Background: an optimization exercise with open tools, aiming at small area, a short achievable clock period and few clock cycles per item. Do not read the settings as production practice. No functional check of the RTL was part of any run shown here. No activity file was given, so power comes from the tool's default toggle rates.

==> design/flow/design.v <==
module sk_derive (
    input  wire [63:0] mk,
    input  wire [3:0]  idx,
    input  wire        en,
    output wire [63:0] sk
);
    function integer cum;             
        input integer r;
        begin
            case (r)
                0: cum = 1;   1: cum = 2;   2: cum = 4;   3: cum = 6;
                4: cum = 8;   5: cum = 10;  6: cum = 12;  7: cum = 14;
                8: cum = 15;  9: cum = 17;  10: cum = 19; 11: cum = 21;
                12: cum = 23; 13: cum = 25; 14: cum = 27; default: cum = 28;
            endcase
        end
    endfunction
    wire [15:0] oh;                   
    genvar r, i;
    generate
        for (r = 0; r < 16; r = r + 1) begin : g_dec
            assign oh[r] = en & (idx == r);
        end
    endgenerate
    reg [31:0] hrot, lrot;
    reg [17:0] k;
    integer b, q;
    always @(*) begin
        hrot = 32'd0;
        lrot = 32'd0;
        k    = 18'd0;
        for (q = 0; q < 16; q = q + 1) begin
            for (b = 0; b < 32; b = b + 1) begin
                hrot[b] = hrot[b] | (oh[q] & mk[32 + (b - cum(q) + 32) % 32]);
                lrot[b] = lrot[b] | (oh[q] & mk[(b - cum(q) + 32) % 32]);
            end
            k = k | ({18{oh[q]}} & (12345 * q));
        end
    end
    wire [63:0] comb = {hrot, lrot};
    wire [63:0] perm;
    generate
        for (i = 0; i < 64; i = i + 1) begin : g_bit
            assign perm[i] = comb[i] ^ comb[63 - i];
        end
    endgenerate
    reg [17:0] g, p;
    integer d, j;
    always @(*) begin
        g = perm[17:0] & k;
        p = perm[17:0] ^ k;
        for (d = 1; d < 18; d = d * 2)
            for (j = 17; j >= d; j = j - 1) begin
                g[j] = g[j] | (p[j] & g[j - d]);
                p[j] = p[j] & p[j - d];
            end
    end
    wire [17:0] lo = perm[17:0] ^ k ^ {g[16:0], 1'b0};
    wire        c18 = g[17];
    reg [45:0] ones;
    always @(*) begin
        ones = {perm[62:18], 1'b1};
        for (d = 1; d < 46; d = d * 2)
            for (j = 45; j >= d; j = j - 1)
                ones[j] = ones[j] & ones[j - d];
    end
    assign sk = {perm[63:18] ^ (ones & {46{c18}}), lo};
endmodule
module sk_div_mid #(parameter integer K = 5) (
    input  wire [15:0]  rem_in,
    input  wire [K-1:0] bits,
    input  wire [15:0]  d,           
    output wire [15:0]  rem_out,
    output wire [K-1:0] q
);
    wire [15:0] r [0:K];
    assign r[0] = rem_in;
    genvar j;
    generate
        for (j = 0; j < K; j = j + 1) begin : g_step
            wire [16:0] trial = {r[j], bits[K-1-j]};
            wire [16:0] sum;
            wire        ge;                                  
            sk_ks #(.N(17)) u_add (.a(trial), .b({1'b1, ~d}), .sum(sum), .cout(ge));
            assign r[j+1]   = ge ? sum[15:0] : trial[15:0];
            assign q[K-1-j] = ge;
        end
    endgenerate
    assign rem_out = r[K];
endmodule
module sk_ks #(parameter integer N = 16) (
    input  wire [N-1:0] a,
    input  wire [N-1:0] b,
    output wire [N-1:0] sum,
    output wire         cout
);
    reg [N-1:0] g, p;
    integer d, i;
    always @(*) begin
        g = a & b;
        p = a ^ b;
        for (d = 1; d < N; d = d * 2)
            for (i = N - 1; i >= d; i = i - 1) begin
                g[i] = g[i] | (p[i] & g[i - d]);
                p[i] = p[i] & p[i - d];
            end
    end
    assign sum  = a ^ b ^ {g[N-2:0], 1'b0};
    assign cout = g[N-1];
endmodule
module sk_div_wide (
    input  wire [63:0] rem_in,
    input  wire        bit_in,
    input  wire [63:0] d,            
    output wire [63:0] rem_out
);
    wire [64:0] trial = {rem_in, bit_in};
    wire [64:0] sum;
    wire        ge;                                        
    sk_add #(.N(65)) u_add (.a(trial), .b({1'b1, ~d}), .cin(1'b0), .sum(sum), .cout(ge));
    assign rem_out = ge ? sum[63:0] : trial[63:0];
endmodule
module sk_add #(parameter integer N = 64) (
    input  wire [N-1:0] a,
    input  wire [N-1:0] b,
    input  wire         cin,
    output wire [N-1:0] sum,
    output wire         cout
);
    function integer top_pow2;       
        input integer n;
        begin
            top_pow2 = 1;
            while (top_pow2 * 2 < n) top_pow2 = top_pow2 * 2;
        end
    endfunction
    localparam integer DTOP = top_pow2(N);
    reg [N-1:0] g, p, p0;
    integer i, d;
    always @(*) begin
        p0 = a ^ b;
        g  = a & b;
        p  = p0;
        g[0] = g[0] | (p0[0] & cin);
        for (d = 1; d < N; d = d * 2)
            for (i = 2 * d - 1; i < N; i = i + 2 * d) begin
                g[i] = g[i] | (p[i] & g[i - d]);
                p[i] = p[i] & p[i - d];
            end
        for (d = DTOP; d >= 1; d = d / 2)
            for (i = 3 * d - 1; i < N; i = i + 2 * d) begin
                g[i] = g[i] | (p[i] & g[i - d]);
                p[i] = p[i] & p[i - d];
            end
    end
    assign sum  = p0 ^ {g[N-2:0], cin};
    assign cout = g[N-1];
endmodule
module sk_unit (
    input  wire         clk,
    input  wire         rst,           
    input  wire         cmd_valid,
    output wire         cmd_ready,
    input  wire [63:0]  cmd_word,
    input  wire [63:0]  key_in,
    input  wire [63:0]  min_in,
    input  wire [63:0]  max_in,
    input  wire [63:0]  px_in,
    input  wire [63:0]  now_us,
    output reg          done,
    output reg  [3:0]   errcode,
    output reg          init,
    output reg  [3:0]   cursor,
    output reg  [63:0]  master,
    output wire [63:0]  result,
    output reg  [63:0]  px_out,
    input  wire [3:0]   sk_idx,
    output wire [63:0]  subkey
);
    localparam integer KM   = 3;                        
    localparam integer NDIG = (64 + KM - 1) / KM;       
    localparam integer PAD  = KM * NDIG - 64;           
    localparam integer I1   = 2;                        
    localparam integer I2   = 4;
    localparam integer I3   = 5;
    localparam integer M1   = KM * I1 - PAD;            
    localparam integer M2   = KM * I2 - PAD;
    localparam integer M3   = KM * I3 - PAD;
    localparam integer MT   = ((9 + KM - 1 + PAD) / KM) * KM - PAD;   
    localparam integer MTT  = (MT > 9) ? MT - KM : MT;
    localparam [7:0] OP_INIT  = 8'h11;
    localparam [7:0] OP_INITT = 8'h12;
    localparam [7:0] OP_RAW   = 8'h13;
    localparam [7:0] OP_RANGE = 8'h14;
    localparam [7:0] OP_ROTL  = 8'h21;
    localparam [7:0] OP_BRX   = 8'h22;
    localparam [3:0] E_OK      = 4'd0;
    localparam [3:0] E_INVALID = 4'd1;
    localparam [3:0] E_NOINIT  = 4'd2;
    localparam [3:0] E_ILLEGAL = 4'd3;
    localparam [1:0] S_IDLE = 2'd0;
    localparam [1:0] S_RAW  = 2'd1;    
    localparam [1:0] S_LOAD = 2'd2;    
    localparam [1:0] S_DIV  = 2'd3;
    reg [1:0]  state;
    reg        is_t;                   
    reg        wide;                   
    reg [5:0]  cnt;                    
    reg [63:0] base;                   
    reg [63:0] rem;
    reg [63:0] dm1;                    
    reg        dneg;                   
    reg [4:0]  nb;                     
    assign cmd_ready = (state == S_IDLE);
    sk_add #(.N(64)) u_res (.a(base), .b(rem), .cin(1'b0), .sum(result), .cout());
    function [63:0] brx64;
        input [63:0] v;
        integer k;
        begin
            for (k = 0; k < 64; k = k + 1)
                brx64[k] = v[k] ^ v[63 - k];
        end
    endfunction
    wire [3:0]  d_idx = (state == S_IDLE) ? sk_idx : cursor;
    wire [63:0] d_sk;
    sk_derive u_derive (.mk(master), .idx(d_idx), .en(init), .sk(d_sk));
    assign subkey = d_sk;
    wire [63:0] raw_value = brx64(d_sk);
    wire [7:0]  op  = cmd_word[7:0];
    wire [7:0]  sub = cmd_word[15:8];
    wire [15:0] imm = cmd_word[31:16];
    wire [31:0] rsv = cmd_word[63:32];
    wire base_ok  = (rsv == 32'd0) && (sub == 8'd0);
    wire plain    = base_ok && (imm == 16'd0);
    wire is_init  = plain && (op == OP_INIT);
    wire is_initt = plain && (op == OP_INITT);
    wire is_raw   = plain && (op == OP_RAW);
    wire is_range = plain && (op == OP_RANGE);
    wire is_brx   = plain && (op == OP_BRX);
    wire is_rotl  = base_ok && (op == OP_ROTL);
    wire legal    = is_init | is_initt | is_raw | is_range | is_brx | is_rotl;
    wire [64:0] diff;
    sk_add #(.N(65)) u_diff (.a({max_in[63], max_in}), .b(~{min_in[63], min_in}), .cin(1'b1),
                             .sum(diff), .cout());
    wire shamt_bad = imm > 16'd32;
    reg [3:0] code;
    always @(*) begin
        if (!legal)                                code = E_ILLEGAL;
        else if ((is_raw || is_range) && !init)    code = E_NOINIT;
        else if (is_rotl && shamt_bad)            code = E_INVALID;
        else                                       code = E_OK;
    end
    wire ok = (code == E_OK);
    wire [63:0] rot_pair = {px_in[31:0], px_in[31:0]} << imm[5:0];
    wire        n_wide = |dm1[63:16];
    reg  [1:0]  n_skip;
    always @(*) begin
        if (n_wide)
            n_skip = (|dm1[63:56]) ? 2'd3 : (|dm1[63:48]) ? 2'd2 :
                     (|dm1[63:32]) ? 2'd1 : 2'd0;
        else
            n_skip = (dm1[15:0] >= (1 << M3) - 1) ? 2'd3 : (dm1[15:0] >= (1 << M2) - 1) ? 2'd2 :
                     (dm1[15:0] >= (1 << M1) - 1) ? 2'd1 : 2'd0;
    end
    wire [64+PAD:0] r_ext = {{PAD{1'b0}}, raw_value, 1'b0};
    reg [63:0] rem_load;
    reg [5:0]  cnt_load;
    always @(*) begin
        if (n_wide)
            case (n_skip)
                2'd0: begin rem_load = {48'd0, raw_value[63:48]}; cnt_load = 6'd16; end
                2'd1: begin rem_load = {32'd0, raw_value[63:32]}; cnt_load = 6'd32; end
                2'd2: begin rem_load = {16'd0, raw_value[63:16]}; cnt_load = 6'd48; end
                default: begin rem_load = {8'd0, raw_value[63:8]}; cnt_load = 6'd56; end
            endcase
        else
            case (n_skip)
                2'd0: begin rem_load = 64'd0;                 cnt_load = 6'd0; end
                2'd1: begin rem_load = raw_value >> (64 - M1); cnt_load = I1; end
                2'd2: begin rem_load = raw_value >> (64 - M2); cnt_load = I2; end
                default: begin rem_load = raw_value >> (64 - M3); cnt_load = I3; end
            endcase
    end
    wire [5:0] nxt = (state == S_LOAD) ? cnt_load : cnt + 6'd1;
    reg  [4:0] nb_nx;
    always @(*) begin
        if ((state == S_LOAD) ? n_wide : wide)
            nb_nx = {raw_value[~nxt], 4'd0};
        else
            nb_nx = r_ext[64 + PAD - KM * nxt[4:0] -: KM] << (5 - KM);
    end
    wire [KM-1:0] digit = is_t ? master[63 -: KM] : nb[4 -: KM];
    wire [15:0] mid_rem;
    wire [KM-1:0] mid_q;
    sk_div_mid #(.K(KM)) u_mid (.rem_in(rem[15:0]), .bits(digit), .d(dm1[15:0]),
                               .rem_out(mid_rem), .q(mid_q));
    wire [63:0] wide_rem;
    sk_div_wide u_wide (.rem_in(rem), .bit_in(nb[4]), .d(dm1), .rem_out(wide_rem));
    wire last = wide ? (cnt == 6'd63) : (cnt == NDIG - 1);
    always @(posedge clk) begin
        if (rst) begin
            state   <= S_IDLE;
            done    <= 1'b0;
            errcode <= 4'd0;
            init    <= 1'b0;
            cursor  <= 4'd0;
            master  <= 64'd0;
            base    <= 64'd0;
            rem     <= 64'd0;
            px_out  <= 64'd0;
        end else begin
            done <= 1'b0;
            case (state)
                S_IDLE: begin
                    if (cmd_valid) begin
                        errcode <= code;
                        if (ok && is_raw) begin
                            state <= S_RAW;
                        end else if (ok && is_range) begin
                            if (!diff[64]) base <= min_in;
                            dm1   <= diff[63:0];
                            dneg  <= diff[64];
                            is_t  <= 1'b0;
                            state <= S_LOAD;
                        end else if (ok && is_initt) begin
                            master <= now_us << MTT;
                            rem    <= now_us >> (64 - MTT);
                            dm1    <= 64'd999;
                            wide   <= 1'b0;
                            is_t   <= 1'b1;
                            cnt    <= (MTT + PAD) / KM;
                            state  <= S_DIV;
                        end else begin
                            done <= 1'b1;
                            if (ok && is_init) begin
                                master <= key_in;
                                cursor <= 4'd0;
                                base   <= 64'd0;
                                rem    <= 64'd0;
                                init   <= 1'b1;
                            end
                            if (ok && is_rotl) px_out <= {32'd0, rot_pair[63:32]};
                            if (ok && is_brx)  px_out <= brx64(px_in);
                        end
                    end
                end
                S_RAW: begin
                    base   <= raw_value;
                    rem    <= 64'd0;
                    cursor <= cursor + 4'd1;
                    done   <= 1'b1;
                    state  <= S_IDLE;
                end
                S_LOAD: begin
                    if (dneg) begin
                        errcode <= E_INVALID;
                        done    <= 1'b1;
                        state   <= S_IDLE;
                    end else begin
                        rem   <= rem_load;
                        nb    <= nb_nx;
                        cnt   <= cnt_load;
                        wide  <= n_wide;
                        state <= S_DIV;
                    end
                end
                default: begin
                    rem <= wide ? wide_rem : {48'd0, mid_rem};
                    nb  <= nb_nx;
                    cnt <= cnt + 6'd1;
                    if (is_t) master <= {master[63-KM:0], mid_q};
                    if (last) begin
                        done  <= 1'b1;
                        state <= S_IDLE;
                        if (is_t) begin
                            cursor <= 4'd0;
                            base   <= 64'd0;
                            rem    <= 64'd0;
                            init   <= 1'b1;
                        end else begin
                            cursor <= cursor + 4'd1;
                        end
                    end
                end
            endcase
        end
    end
endmodule
==> design/flow/run.sh <==
#!/bin/bash
# synth_recipe.tcl (not shown) runs the flow's synth.tcl, then flattens the netlist and writes it again
# the make line also repeats each setting of config.mk as NAME=value (left out here)
make -C /OpenROAD-flow-scripts/flow DESIGN_CONFIG=/design/flow/config.mk WORK_HOME=/design/flow/orfs CLKGATE_MAP_FILE= SYNTH_SCRIPT=/design/flow/synth_recipe.tcl finish
==> design/flow/config.mk <==
export PLATFORM = sky130hd
export DESIGN_NAME = sk_unit
export DESIGN_NICKNAME = sk_unit
export VERILOG_FILES = /design/flow/design.v
export SDC_FILE = /design/flow/constraint.sdc
export NUM_CORES = 4
export LEC_CHECK = 0
export CAP_MARGIN = 40
export CORE_MARGIN = 2
export CORE_UTILIZATION = 22
export GPL_ROUTABILITY_DRIVEN = 1
export PLACE_DENSITY = 0.32
export SLEW_MARGIN = 40
export SYNTH_HIERARCHICAL = 1
export SYNTH_MINIMUM_KEEP_SIZE = 0
==> design/flow/constraint.sdc <==
create_clock -name core_clock -period 8.0 [get_ports {clk}]
set_input_delay 1.6000 -clock core_clock [delete_from_list [all_inputs] [get_ports {clk}]]
set_output_delay 1.6000 -clock core_clock [all_outputs]
set_load 0.01 [all_outputs]
==> run notes, run 1 <==
half-perimeter wire length after detailed placement 251 mm; initial antenna violation count 20; status finished with violations; Post-Syn Instances 5,948; final-report hold violation count 0; number of remaining DRC errors 0; average vias per placed instance 5.32; checks failing in the layout checks setup timing; GRT Util Overall between 20 and 30%; CTS H-Tree Depth 2; Detailed Routing Iterations Pass 1 8; via count between 50,000 and 60,000; final wirelength about 310 mm; number of nets with antenna violations after detailed routing 0; area occupied by multi-input gates around 0.036 mm^2; maximum fanout encountered on the critical timing path 14; number of DRC markers in iteration 0 4,665; max-cap viol count 0; worst flop-to-flop path startpoint state[0]; clock skew after layout 0.0296 ns; Final Setup Violations 30; launch point of the worst hold path px_out[41]; Critical R2R Capture nb[4]; post-synthesis cell area 0.0458 mm^2; via count of the first global-routing pass between 50,000 and 60,000; number of standard cells in the final layout excluding fillers 10,243; Critical Path, Cell by Cell buf_6, mux2_4, buf_4, buf_4, buf_4, buf_4, nand3_1, buf_4, o2bb2ai_1, o31ai_1, nand4_1, a31o_2, a21o_1, a2111oi_4, nor3_4, buf_6, nor4_4, buf_12, buf_8, nand4_1, mux2i_2, buf_2; global-route wire length before repair roughly 430 mm; floorplan die width 460 um; most frequent cell on the critical path buf_4; number of cell rows 167; area of the core region 0.207 mm^2; Slew Limit Headroom 37.5%; arrival time at the worst endpoint 6.59 ns; Inserted Clock Buffers 48; share of post-route cells with drive strength above 1 26.2%; actual slew at the worst max-slew pin 0.936 ns; Critical Path RT 6.40 ns; standby leakage power 28.1 nW; drt wl/cell 30.5 um; warning count from the yosys run 12; gpl congestion between 0.9 and 1; setup slack of the critical path after layout -0.190 ns; number of max-slew violations in the final report 0; fmax 122 MHz; slowest stage delay, CP about 0.55 ns; setup_tns -2.07 ns; filler instances 22,164; kind of launch point of the worst setup path primary input; effective utilization at floorplan approximately 22%; Hold WC Path Type reg -> reg; sum of internal, switching and leakage power 23.1 mW; clock tree from TritonCTS built; fin nets 8,171; clock latency on the worst-skew pair 0.68 ns; area added between synthesis and finish 46.8%; final global-route overflow total 0; r2r setup slk 0.02 ns; maximum buffer depth of the clock tree 3; period utilization 102%; unrepaired setup endpoints after global routing yes; pin count of the biggest net entering global routing 73; cell count of the worst reg-to-reg path 35; Die Footprint 0.212 mm^2; Min-Delay Endpoint px_out[41]; ports placed on the boundary 658; Clk Tree Root Cell clkbuf_16; post-layout instance area 0.0672 mm^2; Worst Hold Path Cells 2; type of the worst setup path in -> out; CTS clock-pin slew for the worst setup and hold paths 0.06 ns; cell total after placement 10,032; cell area power density 344 mW/mm^2; average cell area after synthesis approximately 7.7 um^2; VDD IR-drop max approximately 340 uV; Setup crit end kind primary output; number of clock sinks seen by CTS 342; standard cell with the maximum stage delay on the critical path o31ai_1; Chip Height 460 um; cell area after placement 0.0630 mm^2; Seq. cell area roughly 0.0076 mm^2; IO Port Bufs around 660; fin crit period 8.19 ns
==> worst max-delay path: cells and delay by family <==
| kind | cells | cell delay [ns] |
|---|---|---|
| multiplexers | 2 | 0.65 |
| AO/OA/AOI/OAI | 5 | 1.66 |
| buffers and inverters | 10 | 1.60 |
| AND/OR/NAND/NOR | 5 | 1.05 |
==> what timing repair did <==
action | in CTS | in global routing
setup buffers | 68 | 48
pin swaps | 58 | 85
hold buffers | 0 | 0
setup endpoints to repair | 92 | 73
gates resized for setup | 323 | 167
cloned | 6 | 0
==> worst max path at each step <==
stage	startpoint	end	slack [ns]	depth (start not counted)
after global routing	sk_idx[2]	subkey[56]	-0.17	27
final	sk_idx[1]	subkey[57]	-0.19	22
after global placement	sk_idx[1]	nb[4]	-1.41	34
after floorplan	sk_idx[0]	nb[4]	0.004	34
after CTS	sk_idx[2]	subkey[56]	-0.14	26
after detailed placement	sk_idx[1]	nb[4]	-1.43	34
==> cell usage in the layout, fill, tap and decap left out, types with 122 or more instances in the layout <==
cell and instances:
buf_4 1148, clkdlybuf4s50_1 596, nand2_1 578, a21oi_1 497
nor2_1 371, inv_1 352, ha_1 255, dfxtp_1 254
o21ai_0 213, a22oi_1 198, nand3_1 172, xor2_1 139
nor3_1 136, mux2i_1 126, a211oi_1 122
==> sequential cells by signal (all words and copies together) (netlist names) <==
| register | cells |
|---|---|
| nb | 3 |
| state | 2 |
| errcode | 2 |
| base | 64 |
| is_t | 1 |
| cnt | 6 |
| init | 1 |
| rem | 64 |
| master | 64 |
| dneg | 1 |
| dm1 | 64 |
| done | 1 |
| px_out | 64 |
| wide | 1 |
| cursor | 4 |
==> through the flow <==
| stage | hold slack [ns] | setup slack (ns) | utilization [%] |
|---|---|---|---|
| detailed placement | 0.450 | -1.43 | 30.4 |
| finish | 0.457 | -0.190 | 32.5 |
| global route | 0.475 | -0.175 | 32.5 |
| floorplan | 0.449 | 0.00449 | - |
| global placement | 0.443 | -1.41 | 30.4 |
| CTS | 0.463 | -0.137 | 31.9 |
==> power breakdown <==
group	switching [mW]	total, mW	internal (mW)	leakage (nW)
Combinational	10.5	17.8	7.29	24.5
Clock	0.988	2.28	1.29	0.797
Sequential	0.885	3.06	2.17	2.76
==> layer usage <==
layer / global-route usage (%) / part of all wire [%] / vias up / wire length [um]
met4: 14.5 / 5.9 / 12 / 18300
li1: - / - / 24869 / -
met1: 34.5 / 40 / 26691 / 126000
met5: 0 / 0.027 / - / 83
met3: 4.58 / 6.2 / 644 / 19200
met2: 48.0 / 48 / 2294 / 148000
==> cell type report <==
class	count	share of cell area [%]
Inverter	370	2.08
Multi-Input combinational cell	4746	53.9
Sequential cell	342	11.3
Tap cell	2788	5.19
Clock buffer	63	2.05
Antenna cell	7	0.0261
Timing Repair Buffer	1900	25.1
Clock inverter	27	0.357
==> run 2: changes to the inputs <==
--- a/design/flow/design.v
+++ b/design/flow/design.v
@@ -1,6 +1,8 @@
 module sk_derive (
     input  wire [63:0] mk,
-    input  wire [3:0]  idx,
+    input  wire [3:0]  idx,          
+    input  wire [3:0]  idx2,         
+    input  wire        sel,
     input  wire        en,
     output wire [63:0] sk
 );
@@ -19,7 +21,7 @@
     genvar r, i;
     generate
         for (r = 0; r < 16; r = r + 1) begin : g_dec
-            assign oh[r] = en & (idx == r);
+            assign oh[r] = en & (sel ? (idx == r) : (idx2 == r));
         end
     endgenerate
     reg [31:0] hrot, lrot;
@@ -44,49 +46,53 @@
             assign perm[i] = comb[i] ^ comb[63 - i];
         end
     endgenerate
-    reg [17:0] g, p;
+    wire [17:0] lo;
+    wire        c18;
+    sk_ks #(.N(18)) u_lo (.a(perm[17:0]), .b(k), .sum(lo), .cout(c18));
+    wire [45:0] ones;
+    sk_andpre #(.N(46)) u_ones (.x({perm[62:18], 1'b1}), .y(ones));
+    assign sk = {perm[63:18] ^ (ones & {46{c18}}), lo};
+endmodule
+module sk_andpre #(parameter integer N = 16) (
+    input  wire [N-1:0] x,
+    output reg  [N-1:0] y
+);
     integer d, j;
     always @(*) begin
-        g = perm[17:0] & k;
-        p = perm[17:0] ^ k;
-        for (d = 1; d < 18; d = d * 2)
-            for (j = 17; j >= d; j = j - 1) begin
-                g[j] = g[j] | (p[j] & g[j - d]);
-                p[j] = p[j] & p[j - d];
-            end
-    end
-    wire [17:0] lo = perm[17:0] ^ k ^ {g[16:0], 1'b0};
-    wire        c18 = g[17];
-    reg [45:0] ones;
-    always @(*) begin
-        ones = {perm[62:18], 1'b1};
-        for (d = 1; d < 46; d = d * 2)
-            for (j = 45; j >= d; j = j - 1)
-                ones[j] = ones[j] & ones[j - d];
+        y = x;
+        for (d = 1; d < N; d = d * 2)
+            for (j = N - 1; j >= d; j = j - 1)
+                y[j] = y[j] & y[j - d];
     end
-    assign sk = {perm[63:18] ^ (ones & {46{c18}}), lo};
 endmodule
-module sk_div_mid #(parameter integer K = 5) (
+module sk_div_mid #(parameter integer K = 8) (      
     input  wire [15:0]  rem_in,
     input  wire [K-1:0] bits,
     input  wire [15:0]  d,           
+    input  wire [16:0]  m2,          
+    input  wire [17:0]  m3,          
     output wire [15:0]  rem_out,
     output wire [K-1:0] q
 );
-    wire [15:0] r [0:K];
+    wire [15:0] r [0:K/2];
     assign r[0] = rem_in;
     genvar j;
     generate
-        for (j = 0; j < K; j = j + 1) begin : g_step
-            wire [16:0] trial = {r[j], bits[K-1-j]};
-            wire [16:0] sum;
-            wire        ge;                                  
-            sk_ks #(.N(17)) u_add (.a(trial), .b({1'b1, ~d}), .sum(sum), .cout(ge));
-            assign r[j+1]   = ge ? sum[15:0] : trial[15:0];
-            assign q[K-1-j] = ge;
+        for (j = 0; j < K / 2; j = j + 1) begin : g_step
+            wire [17:0] t = {r[j], bits[K-1-2*j], bits[K-2-2*j]};
+            wire [17:0] s1, s2, s3;
+            wire        ge1, ge2, ge3;                       
+            sk_ks #(.N(18)) u_a1 (.a(t), .b(~{2'b00, d}), .sum(s1), .cout(ge1));
+            sk_ks #(.N(18)) u_a2 (.a(t), .b(~{1'b0, m2}), .sum(s2), .cout(ge2));
+            sk_ks #(.N(18)) u_a3 (.a(t), .b(~m3),         .sum(s3), .cout(ge3));
+            wire p3 = ge3, p2 = ge2 & ~ge3, p1 = ge1 & ~ge2, p0 = ~ge1;
+            assign r[j+1] = ({16{p3}} & s3[15:0]) | ({16{p2}} & s2[15:0]) |
+                            ({16{p1}} & s1[15:0]) | ({16{p0}} & t[15:0]);
+            assign q[K-1-2*j] = ge2;
+            assign q[K-2-2*j] = ge3 | (ge1 & ~ge2);
         end
     endgenerate
-    assign rem_out = r[K];
+    assign rem_out = r[K/2];
 endmodule
 module sk_ks #(parameter integer N = 16) (
     input  wire [N-1:0] a,
@@ -177,12 +183,12 @@
     input  wire [3:0]   sk_idx,
     output wire [63:0]  subkey
 );
-    localparam integer KM   = 3;                        
+    localparam integer KM   = 6;                        
     localparam integer NDIG = (64 + KM - 1) / KM;       
     localparam integer PAD  = KM * NDIG - 64;           
-    localparam integer I1   = 2;                        
-    localparam integer I2   = 4;
-    localparam integer I3   = 5;
+    localparam integer I1   = 1;                        
+    localparam integer I2   = 2;
+    localparam integer I3   = 3;
     localparam integer M1   = KM * I1 - PAD;            
     localparam integer M2   = KM * I2 - PAD;
     localparam integer M3   = KM * I3 - PAD;
@@ -210,7 +216,9 @@
     reg [63:0] rem;
     reg [63:0] dm1;                    
     reg        dneg;                   
-    reg [4:0]  nb;                     
+    reg [KM-1:0] nb;                   
+    reg [16:0] m2;                     
+    reg [17:0] m3;
     assign cmd_ready = (state == S_IDLE);
     sk_add #(.N(64)) u_res (.a(base), .b(rem), .cin(1'b0), .sum(result), .cout());
     function [63:0] brx64;
@@ -221,9 +229,9 @@
                 brx64[k] = v[k] ^ v[63 - k];
         end
     endfunction
-    wire [3:0]  d_idx = (state == S_IDLE) ? sk_idx : cursor;
     wire [63:0] d_sk;
-    sk_derive u_derive (.mk(master), .idx(d_idx), .en(init), .sk(d_sk));
+    sk_derive u_derive (.mk(master), .idx(sk_idx), .idx2(cursor), .sel(state == S_IDLE),
+                        .en(init), .sk(d_sk));
     assign subkey = d_sk;
     wire [63:0] raw_value = brx64(d_sk);
     wire [7:0]  op  = cmd_word[7:0];
@@ -251,7 +259,7 @@
         else                                       code = E_OK;
     end
     wire ok = (code == E_OK);
-    wire [63:0] rot_pair = {px_in[31:0], px_in[31:0]} << imm[5:0];
+    wire [63:0] rot_pair = {px_in[31:0], px_in[31:0]} << imm[4:0];    
     wire        n_wide = |dm1[63:16];
     reg  [1:0]  n_skip;
     always @(*) begin
@@ -262,7 +270,7 @@
             n_skip = (dm1[15:0] >= (1 << M3) - 1) ? 2'd3 : (dm1[15:0] >= (1 << M2) - 1) ? 2'd2 :
                      (dm1[15:0] >= (1 << M1) - 1) ? 2'd1 : 2'd0;
     end
-    wire [64+PAD:0] r_ext = {{PAD{1'b0}}, raw_value, 1'b0};
+    wire [64+PAD:0] r_ext = {raw_value, 1'b0};
     reg [63:0] rem_load;
     reg [5:0]  cnt_load;
     always @(*) begin
@@ -282,20 +290,20 @@
             endcase
     end
     wire [5:0] nxt = (state == S_LOAD) ? cnt_load : cnt + 6'd1;
-    reg  [4:0] nb_nx;
+    reg  [KM-1:0] nb_nx;
     always @(*) begin
         if ((state == S_LOAD) ? n_wide : wide)
-            nb_nx = {raw_value[~nxt], 4'd0};
+            nb_nx = {raw_value[~nxt], {(KM-1){1'b0}}};
         else
-            nb_nx = r_ext[64 + PAD - KM * nxt[4:0] -: KM] << (5 - KM);
+            nb_nx = r_ext[64 + PAD - KM * nxt[4:0] -: KM];
     end
-    wire [KM-1:0] digit = is_t ? master[63 -: KM] : nb[4 -: KM];
+    wire [KM-1:0] digit = is_t ? master[63 -: KM] : nb;
     wire [15:0] mid_rem;
     wire [KM-1:0] mid_q;
-    sk_div_mid #(.K(KM)) u_mid (.rem_in(rem[15:0]), .bits(digit), .d(dm1[15:0]),
+    sk_div_mid #(.K(KM)) u_mid (.rem_in(rem[15:0]), .bits(digit), .d(dm1[15:0]), .m2(m2), .m3(m3),
                                .rem_out(mid_rem), .q(mid_q));
     wire [63:0] wide_rem;
-    sk_div_wide u_wide (.rem_in(rem), .bit_in(nb[4]), .d(dm1), .rem_out(wide_rem));
+    sk_div_wide u_wide (.rem_in(rem), .bit_in(nb[KM-1]), .d(dm1), .rem_out(wide_rem));
     wire last = wide ? (cnt == 6'd63) : (cnt == NDIG - 1);
     always @(posedge clk) begin
         if (rst) begin
@@ -326,6 +334,8 @@
                             master <= now_us << MTT;
                             rem    <= now_us >> (64 - MTT);
                             dm1    <= 64'd999;
+                            m2     <= 17'd1999;
+                            m3     <= 18'd2999;
                             wide   <= 1'b0;
                             is_t   <= 1'b1;
                             cnt    <= (MTT + PAD) / KM;
@@ -358,6 +368,8 @@
                         state   <= S_IDLE;
                     end else begin
                         rem   <= rem_load;
+                        m2    <= {dm1[15:0], 1'b1};
+                        m3    <= {2'b00, dm1[15:0]} + {1'b0, dm1[15:0], 1'b0} + 18'd2;
                         nb    <= nb_nx;
                         cnt   <= cnt_load;
                         wide  <= n_wide;
--- a/design/flow/config.mk
+++ b/design/flow/config.mk
@@ -7,9 +7,9 @@
 export LEC_CHECK = 0
 export CAP_MARGIN = 40
 export CORE_MARGIN = 2
-export CORE_UTILIZATION = 22
+export CORE_UTILIZATION = 45
 export GPL_ROUTABILITY_DRIVEN = 1
-export PLACE_DENSITY = 0.32
+export PLACE_DENSITY = 0.6
 export SLEW_MARGIN = 40
 export SYNTH_HIERARCHICAL = 1
 export SYNTH_MINIMUM_KEEP_SIZE = 0
==> run 2 against run 1 <==
Still fails the layout checks on setup timing. Clock skew rose by 0.036 ns. Area after synthesis rose by 22%. Register-to-register slack worse by 0.13 ns. Global-route usage rose by 17 points. Core utilization up 32 points. Combinational power grew 43%. Clock power about the same. Final cell count is 3.5% higher.
==> run notes, run 2 <==
ports placed on the boundary around 660; global-route wire length before repair about 440 mm; type of the worst setup path reg -> reg; Setup crit end kind register; drt wl/cell 28.7 um; area of the core region approximately 0.12 mm^2; checks failing in the layout checks setup timing; cell area power density 387 mW/mm^2; Critical Path RT 8.52 ns; clock tree from TritonCTS built; half-perimeter wire length after detailed placement 240 mm; floorplan die width 356 um; max-cap viol count 0; area added between synthesis and finish 42.5%; IO Port Bufs 655; initial antenna violation count 14; effective utilization at floorplan 45.2%; pin count of the biggest net entering global routing 129; r2r setup slk -0.11 ns; actual slew at the worst max-slew pin roughly 1.0 ns; Hold WC Path Type reg -> reg; maximum fanout encountered on the critical timing path 7; standard cell with the maximum stage delay on the critical path edfxtp_1; number of nets with antenna violations after detailed routing 0; clock latency on the worst-skew pair 0.67 ns; Post-Syn Instances 7,103; CTS H-Tree Depth 2; fmax 123 MHz; arrival time at the worst endpoint between 8 and 9 ns; most frequent cell on the critical path buf_6; period utilization 101%; Clk Tree Root Cell clkbuf_16; Slew Limit Headroom 31.5%; sum of internal, switching and leakage power 30.8 mW; via count of the first global-routing pass 65,016; number of max-slew violations in the final report 0; unrepaired setup endpoints after global routing yes; Inserted Clock Buffers 47; final wirelength 305 mm; warning count from the yosys run 13; Chip Height about 360 um; number of clock sinks seen by CTS 378; standby leakage power 34.7 nW; post-cts hold buffer count 0; GRT Util Overall 45.8%; post-layout instance area ~0.079 mm^2; gpl congestion 1.12; Post-Route Hold Slack 0.458 ns; via count 68,762; average vias per placed instance between 6 and 7; post-synthesis cell area 0.0557 mm^2; number of DRC markers in iteration 0 ~10,000; CTS clock-pin slew for the worst setup and hold paths 0.07 ns; fin crit period 8.11 ns; final-report hold violation count 0; cell area after placement 0.0741 mm^2; CP bufs+invs 11; kind of launch point of the worst setup path register; Final Setup Violations 8; worst slack after detailed placement -1.17 ns; status finished with violations; number of remaining DRC errors 0; clock skew after layout 0.0658 ns; utilization after layout between 60% and 70%; Die Footprint around 0.13 mm^2; final global-route overflow total 0; Detailed Routing Iterations Pass 1 10; category of cells accounting for the largest share of critical-path delay compound AO/OA/AOI/OAI gates; slowest stage delay, CP 0.42 ns; top library cells by usage in the layout, fill and taps aside buf_4 (1,531), nand2_1 (797), clkdlybuf4s50_1 (597), a21oi_1 (461), nor2_1 (410); average cell area after synthesis 7.85 um^2; VDD IR-drop max roughly 810 uV; setup slack of the critical path after layout -0.107 ns; number of cell rows between 100 and 150; maximum buffer depth of the clock tree 3; most common cell after layout, fill and taps aside buf_4; share of post-route cells with drive strength above 1 27.6%; fin nets 9,840
==> run 2: repair_timing <==
item | in CTS | in global routing
buffers inserted | 69 | 68
gates resized for setup | 405 | 190
gates cloned | 11 | 1
setup endpoints to repair | 82 | 79
pin swaps | 118 | 96
==> run 2: stage by stage <==
stage	setup TNS (ns)	cells
after floorplan	-0.00680	7117
after global placement	-66.47	10360
after detailed placement	-70.94	10365
after CTS	-0.493	10531
after global routing	-6.35	10601
final	-0.332	10605
==> run 2: routing by layer <==
layer  track usage, %  wire (um)  up-vias
met4             23.8      19700        6
met1             61.8     121000    32783
li1                 -          -    29909
met5                0         31        -
met3             15.5      43900     1137
met2             64.2     120000     4927
==> run 2: path summary, 6_finish.rpt <==
path | startpoint | cells after the start | end
min reg2reg | px_out[51] | 2 | px_out[51]
max | is_t | 42 | rem[5]
max reg2reg | is_t | 42 | rem[5]
min | px_out[51] | 2 | px_out[51]
==> run 2: cell type report <==
cell class | count | area [um^2]
sequential | 378 | 8700
clock buffer | 53 | 1230
fill | 10744 | 43900
tap | 1637 | 2050
timing repair buffer | 2337 | 20300
multi-input combinational | 5725 | 45100
clock inverter | 35 | 397
inverter | 428 | 1610
antenna | 12 | 30.0
==> run 2: worst min-delay path: cells and delay by family, from the launching register on <==
family / cells / cell delay, ns
flip-flops: 1 / 0.31
AND/OR/NAND/NOR: 1 / 0.05
AO/OA/AOI/OAI: 1 / 0.05
==> run 2: report_power, final <==
| group | switching (mW) | internal (mW) | total [mW] |
|---|---|---|---|
| clock | 0.991 | 1.29 | 2.28 |
| combinational | 13.9 | 11.5 | 25.5 |
| sequential | 0.694 | 2.31 | 3.00 |
==> run 3: changes to the inputs <==
--- a/design/flow/design.v
+++ b/design/flow/design.v
@@ -17,30 +17,57 @@
             endcase
         end
     endfunction
-    wire [15:0] oh;                   
-    genvar r, i;
-    generate
-        for (r = 0; r < 16; r = r + 1) begin : g_dec
-            assign oh[r] = en & (sel ? (idx == r) : (idx2 == r));
+    wire [3:0] i1 = sel ? idx : idx2;
+    wire z  = (i1[1:0] == 2'd0);
+    wire o  = (i1[1:0] == 2'd3);
+    wire a0 = en & z & (i1[3:2] != 2'd0);
+    wire a1 = en & z & (i1[3:2] == 2'd0);
+    wire a2 = en & (i1[1:0] == 2'd1);
+    wire a4 = en & (i1[1:0] == 2'd2);
+    wire a6 = en & o & (i1[3:2] != 2'd3);
+    wire a5 = en & o & (i1[3:2] == 2'd3);
+    function [31:0] rotl;
+        input [31:0] x;
+        input integer c;
+        integer b;
+        begin
+            for (b = 0; b < 32; b = b + 1)
+                rotl[b] = x[(b - c + 64) % 32];
         end
-    endgenerate
-    reg [31:0] hrot, lrot;
+    endfunction
+    function [31:0] stage_a;
+        input [31:0] x;
+        input s0, s1, s2, s4, s5, s6;
+        begin
+            stage_a = ({32{s0}} & x)          | ({32{s1}} & rotl(x, 1)) |
+                      ({32{s2}} & rotl(x, 2)) | ({32{s4}} & rotl(x, 4)) |
+                      ({32{s5}} & rotl(x, 5)) | ({32{s6}} & rotl(x, 6));
+        end
+    endfunction
+    function [31:0] stage_b;
+        input [31:0] x;
+        input [1:0]  g;
+        begin
+            case (g)
+                2'd0: stage_b = x;
+                2'd1: stage_b = rotl(x, 8);
+                2'd2: stage_b = rotl(x, 15);
+                default: stage_b = rotl(x, 23);
+            endcase
+        end
+    endfunction
+    wire [31:0] hrot = stage_b(stage_a(mk[63:32], a0, a1, a2, a4, a5, a6), i1[3:2]);
+    wire [31:0] lrot = stage_b(stage_a(mk[31:0],  a0, a1, a2, a4, a5, a6), i1[3:2]);
     reg [17:0] k;
-    integer b, q;
+    integer q;
     always @(*) begin
-        hrot = 32'd0;
-        lrot = 32'd0;
-        k    = 18'd0;
-        for (q = 0; q < 16; q = q + 1) begin
-            for (b = 0; b < 32; b = b + 1) begin
-                hrot[b] = hrot[b] | (oh[q] & mk[32 + (b - cum(q) + 32) % 32]);
-                lrot[b] = lrot[b] | (oh[q] & mk[(b - cum(q) + 32) % 32]);
-            end
-            k = k | ({18{oh[q]}} & (12345 * q));
-        end
+        k = 18'd0;
+        for (q = 0; q < 16; q = q + 1)
+            if (en && i1 == q) k = 12345 * q;
     end
     wire [63:0] comb = {hrot, lrot};
     wire [63:0] perm;
+    genvar i;
     generate
         for (i = 0; i < 64; i = i + 1) begin : g_bit
             assign perm[i] = comb[i] ^ comb[63 - i];
@@ -217,8 +244,7 @@
     reg [63:0] dm1;                    
     reg        dneg;                   
     reg [KM-1:0] nb;                   
-    reg [16:0] m2;                     
-    reg [17:0] m3;
+    reg [17:0] m3;                     
     assign cmd_ready = (state == S_IDLE);
     sk_add #(.N(64)) u_res (.a(base), .b(rem), .cin(1'b0), .sum(result), .cout());
     function [63:0] brx64;
@@ -292,15 +318,16 @@
     wire [5:0] nxt = (state == S_LOAD) ? cnt_load : cnt + 6'd1;
     reg  [KM-1:0] nb_nx;
     always @(*) begin
-        if ((state == S_LOAD) ? n_wide : wide)
+        if (is_t)
+            nb_nx = master[63 -: KM];
+        else if ((state == S_LOAD) ? n_wide : wide)
             nb_nx = {raw_value[~nxt], {(KM-1){1'b0}}};
         else
             nb_nx = r_ext[64 + PAD - KM * nxt[4:0] -: KM];
     end
-    wire [KM-1:0] digit = is_t ? master[63 -: KM] : nb;
     wire [15:0] mid_rem;
     wire [KM-1:0] mid_q;
-    sk_div_mid #(.K(KM)) u_mid (.rem_in(rem[15:0]), .bits(digit), .d(dm1[15:0]), .m2(m2), .m3(m3),
+    sk_div_mid #(.K(KM)) u_mid (.rem_in(rem[15:0]), .bits(nb), .d(dm1[15:0]), .m2({dm1[15:0], 1'b1}), .m3(m3),
                                .rem_out(mid_rem), .q(mid_q));
     wire [63:0] wide_rem;
     sk_div_wide u_wide (.rem_in(rem), .bit_in(nb[KM-1]), .d(dm1), .rem_out(wide_rem));
@@ -331,10 +358,9 @@
                             is_t  <= 1'b0;
                             state <= S_LOAD;
                         end else if (ok && is_initt) begin
-                            master <= now_us << MTT;
+                            {nb, master} <= {now_us, {KM{1'b0}}} << MTT;
                             rem    <= now_us >> (64 - MTT);
                             dm1    <= 64'd999;
-                            m2     <= 17'd1999;
                             m3     <= 18'd2999;
                             wide   <= 1'b0;
                             is_t   <= 1'b1;
@@ -368,7 +394,6 @@
                         state   <= S_IDLE;
                     end else begin
                         rem   <= rem_load;
-                        m2    <= {dm1[15:0], 1'b1};
                         m3    <= {2'b00, dm1[15:0]} + {1'b0, dm1[15:0], 1'b0} + 18'd2;
                         nb    <= nb_nx;
                         cnt   <= cnt_load;
@@ -377,7 +402,7 @@
                     end
                 end
                 default: begin
-                    rem <= wide ? wide_rem : {48'd0, mid_rem};
+                    rem <= (is_t && last) ? 64'd0 : wide ? wide_rem : {48'd0, mid_rem};
                     nb  <= nb_nx;
                     cnt <= cnt + 6'd1;
                     if (is_t) master <= {master[63-KM:0], mid_q};
@@ -387,7 +412,6 @@
                         if (is_t) begin
                             cursor <= 4'd0;
                             base   <= 64'd0;
-                            rem    <= 64'd0;
                             init   <= 1'b1;
                         end else begin
                             cursor <= cursor + 4'd1;
==> design/flow/config.mk (replaced) <==
export PLATFORM = sky130hd
export DESIGN_NAME = sk_unit
export DESIGN_NICKNAME = sk_unit
export VERILOG_FILES = /design/flow/design.v
export SDC_FILE = /design/flow/constraint.sdc
export NUM_CORES = 4
export LEC_CHECK = 0
export CAP_MARGIN = 20
export CORE_MARGIN = 2
export CORE_UTILIZATION = 45
export GPL_ROUTABILITY_DRIVEN = 1
export GPL_TIMING_DRIVEN = 0
export PLACE_DENSITY = 0.6
export SLEW_MARGIN = 20
export SYNTH_HIERARCHICAL = 1
export SYNTH_MINIMUM_KEEP_SIZE = 0
==> run 3 against run 2 <==
Still fails the layout checks on setup timing. Sequential power fell by 29%. First-iteration DRC count fell by 35%. Sequential share of layout area rose by 1.7 points. Clock power barely moved. Combinational power fell by 78%. Worst hold slack improved by 0.040 ns. Critical path depth fell by 6. Via count fell by 20%. Area after synthesis fell by 11%. Core utilization fell by 4.5 points.
==> run notes, run 3 <==
status finished with violations; checks failing in the layout checks setup timing; most common cell after layout, fill and taps aside clkdlybuf4s50_1; via count of the first global-routing pass 52,880; Detailed Routing Iterations Pass 1 9; Critical Path RT 8.50 ns; Chip Height 335 um; number of nets with antenna violations after detailed routing 0; fin crit period 8.28 ns; area added between synthesis and finish 32.0%; standby leakage power 27.5 nW; via count 55,248; most frequent cell on the critical path nand2_2; standard cell with the maximum stage delay on the critical path dfxtp_1; actual slew at the worst max-slew pin 1.37 ns; gpl congestion 1.07; final wirelength between 200 and 300 mm; clock latency on the worst-skew pair 0.66 ns; warning count from the yosys run 13; type of the worst setup path reg -> reg; drt wl/cell 30.1 um; final global-route overflow total 0; Critical R2R Capture rem[8]; switch share between 40 and 50%; Inserted Clock Buffers 47; Die Footprint ~0.11 mm^2; cell area power density 152 mW/mm^2; ports placed on the boundary 658; GRT Util Overall 43.5%; relative contribution of sequential cells to total power 21.5%; VDD IR-drop max 151 uV; CTS clock-pin slew for the worst setup and hold paths around 0.060 ns; number of DRC markers in iteration 0 between 6,000 and 7,000; Final Setup Violations 22; number of cell rows 121; half-perimeter wire length after detailed placement 204 mm; Clk Tree Root Cell clkbuf_16; Cell Int Power around 5.4 mW; number of clock sinks seen by CTS roughly 360; setup slack of the critical path after layout -0.283 ns; r2r setup slk -0.28 ns; post-cts hold buffer count 0; period utilization 104%; combinational share of power 55.7%; fin nets 7,974; number of max-slew violations in the final report 0; average cell area after synthesis 8.11 um^2; unrepaired setup endpoints after global routing yes; Slew Limit Headroom 8.30%; CTS H-Tree Depth 2; Clk pwr share 22.8%; arrival time at the worst endpoint 8.78 ns; max-cap viol count 0; IO Port Bufs 650; cell count of the worst reg-to-reg path 36; Post-Syn Instances roughly 6,100; area of the core region 0.109 mm^2; sum of internal, switching and leakage power around 9.9 mW; Worst Hold Path Cells 2; final-report hold violation count 0; average vias per placed instance 6.49; global-route wire length before repair 362 mm; worst slack after detailed placement -2.88 ns; Hold WC Path Type reg -> reg; initial antenna violation count 18; pin count of the biggest net entering global routing 21; Setup crit end kind register; kind of launch point of the worst setup path register; floorplan die width 335 um; slowest stage delay, CP roughly 0.77 ns; Min-Delay Endpoint px_out[16]; share of post-route cells with drive strength above 1 18.8%; post-synthesis cell area 0.0494 mm^2; worst flop-to-flop path startpoint rem[9]; maximum fanout encountered on the critical timing path 9; maximum buffer depth of the clock tree 3; clock skew after layout 0.0351 ns; launch point of the worst hold path px_out[16]; clock tree from TritonCTS built; effective utilization at floorplan ~45%; NetSw 4.45 mW; fmax 121 MHz; number of remaining DRC errors 0; top library cells by usage in the layout, fill and taps aside clkdlybuf4s50_1 (599), nand2_1 (582), a21oi_1 (441), nor2_1 (405), inv_1 (369)
==> run 3: cell types whose count changed in the layout (fill, tap and decap cells not counted), moves of 42 or more <==
| cell | before | now |
|---|---|---|
| a211oi_2 | 18 | 79 |
| nand2_1 | 797 | 582 |
| clkbuf_1 | 4 | 180 |
| o22ai_1 | 82 | 23 |
| a22o_1 | 75 | 5 |
| mux2i_1 | 102 | 166 |
| a21o_1 | 170 | 100 |
| nand3_1 | 210 | 140 |
| a31oi_1 | 135 | 45 |
| buf_12 | 60 | 18 |
| buf_4 | 1531 | 264 |
| o221a_2 | 2 | 49 |
| a221oi_1 | 63 | 13 |
==> run 3: how the worst max path moves through the flow <==
| stage | from | to | slack, ns | cells past startpoint |
|---|---|---|---|---|
| detailed placement | sk_idx[1] | nb[5] | -2.88 | 27 |
| global placement | sk_idx[1] | nb[0] | -3.71 | 24 |
| floorplan | sk_idx[3] | nb[5] | 0.32 | 29 |
| global route | nb[5] | rem[15] | -0.42 | 40 |
| finish | rem[9] | rem[8] | -0.28 | 36 |
| CTS | nb[4] | rem[9] | -0.05 | 39 |
==> run 3: timing repair <==
item,CTS,global route
setup endpoints to repair,191,79
setup buffers,131,108
pin swaps,96,84
gates cloned,7,1
gates resized for setup,662,285
==> run 3: metrics by stage <==
| stage | instances | hold WS [ns] | instance area, um^2 | setup TNS, ns | util (%) |
|---|---|---|---|---|---|
| 2_1_floorplan | 6099 | 0.449 | 49400 | 0 | - |
| 3_3_place_gp | 8163 | 0.473 | 57700 | -552.62 | 53.0 |
| 3_5_place_dp | 8185 | 0.472 | 58200 | -337.44 | 53.4 |
| 4_1_cts | 8405 | 0.499 | 63000 | -0.0484 | 57.9 |
| 5_1_grt | 8505 | 0.508 | 65200 | -6.92 | 59.9 |
| 6_report | 8510 | 0.498 | 65200 | -2.99 | 59.9 |
==> run 3: power groups by stage <==
stage / logic (mW) / registers, mW / clock network, mW
global route: 5.71 / 2.13 / 2.33
CTS: 5.01 / 2.12 / 2.26
floorplan: 2.68 / 2.09 / 0
finish: 5.50 / 2.13 / 2.25
global placement: 4.57 / 2.15 / 0
detailed placement: 4.64 / 2.15 / 0
==> run 3: routing by layer <==
metal | routed length (um) | up-vias | track usage, %
met5 | 116 | - | 0
met4 | 24600 | 18 | 34.0
met3 | 25000 | 1009 | 10.3
met2 | 112000 | 3361 | 67.7
met1 | 94700 | 26616 | 51.4
li1 | - | 24244 | -
==> run 3: layout make-up <==
class                   count  area (um^2)
inverters                 406         1580
clock buffers              70         1440
diodes                      8         20.0
multi-input cells        4971        41000
repair buffers            914         8800
well taps                1414         1770
fillers                  9832        43700
flip-flops and latches    363         8250
plain buffers             348         2130
clock inverters            16          170
==> run 3: critical path: cells and delay by family (launching register included) <==
family,cells,cell delay (ns)
AO/OA/AOI/OAI,16,3.43
adder cells (fa/ha/maj),3,1.05
buffers and inverters,7,1.18
flip-flops,1,0.77
multiplexers,1,0.20
AND/OR/NAND/NOR,9,1.46

-- afterwards: timing with drivers on the ports --
No port has a modelled driver above. Below, the same layouts with a new extraction and two added sets of constraints. Step 1 sets driving cells, clkbuf_16 on the clock port and buf_2 on the other inputs (assumed; they add their load-dependent delay and slew). Step 2 also shifts input and output timing later by t, the mid clock arrival at the registers, as if the neighbouring blocks saw the same clock. Slacks: ideal ports / drivers / drivers and shift; pairs: ideal ports / drivers.
| run | t (ns) | setup slack, ns | worst setup path after step 2 | worst slew at a driven data input, ns |
|---|---|---|---|---|
| run 1 | 0.774 | -0.190 / -0.243 / -0.727 | input to register | 0.15 |
| run 2 | 0.693 | -0.107 / -0.107 / -0.538 | input to register | 0.13 |
| run 3 | 0.722 | -0.283 / -0.283 / -0.692 | input to register | 0.19 |
The setup slack of run 1, which loses most, moves by -0.053 ns with the drivers and by -0.537 ns with both steps.
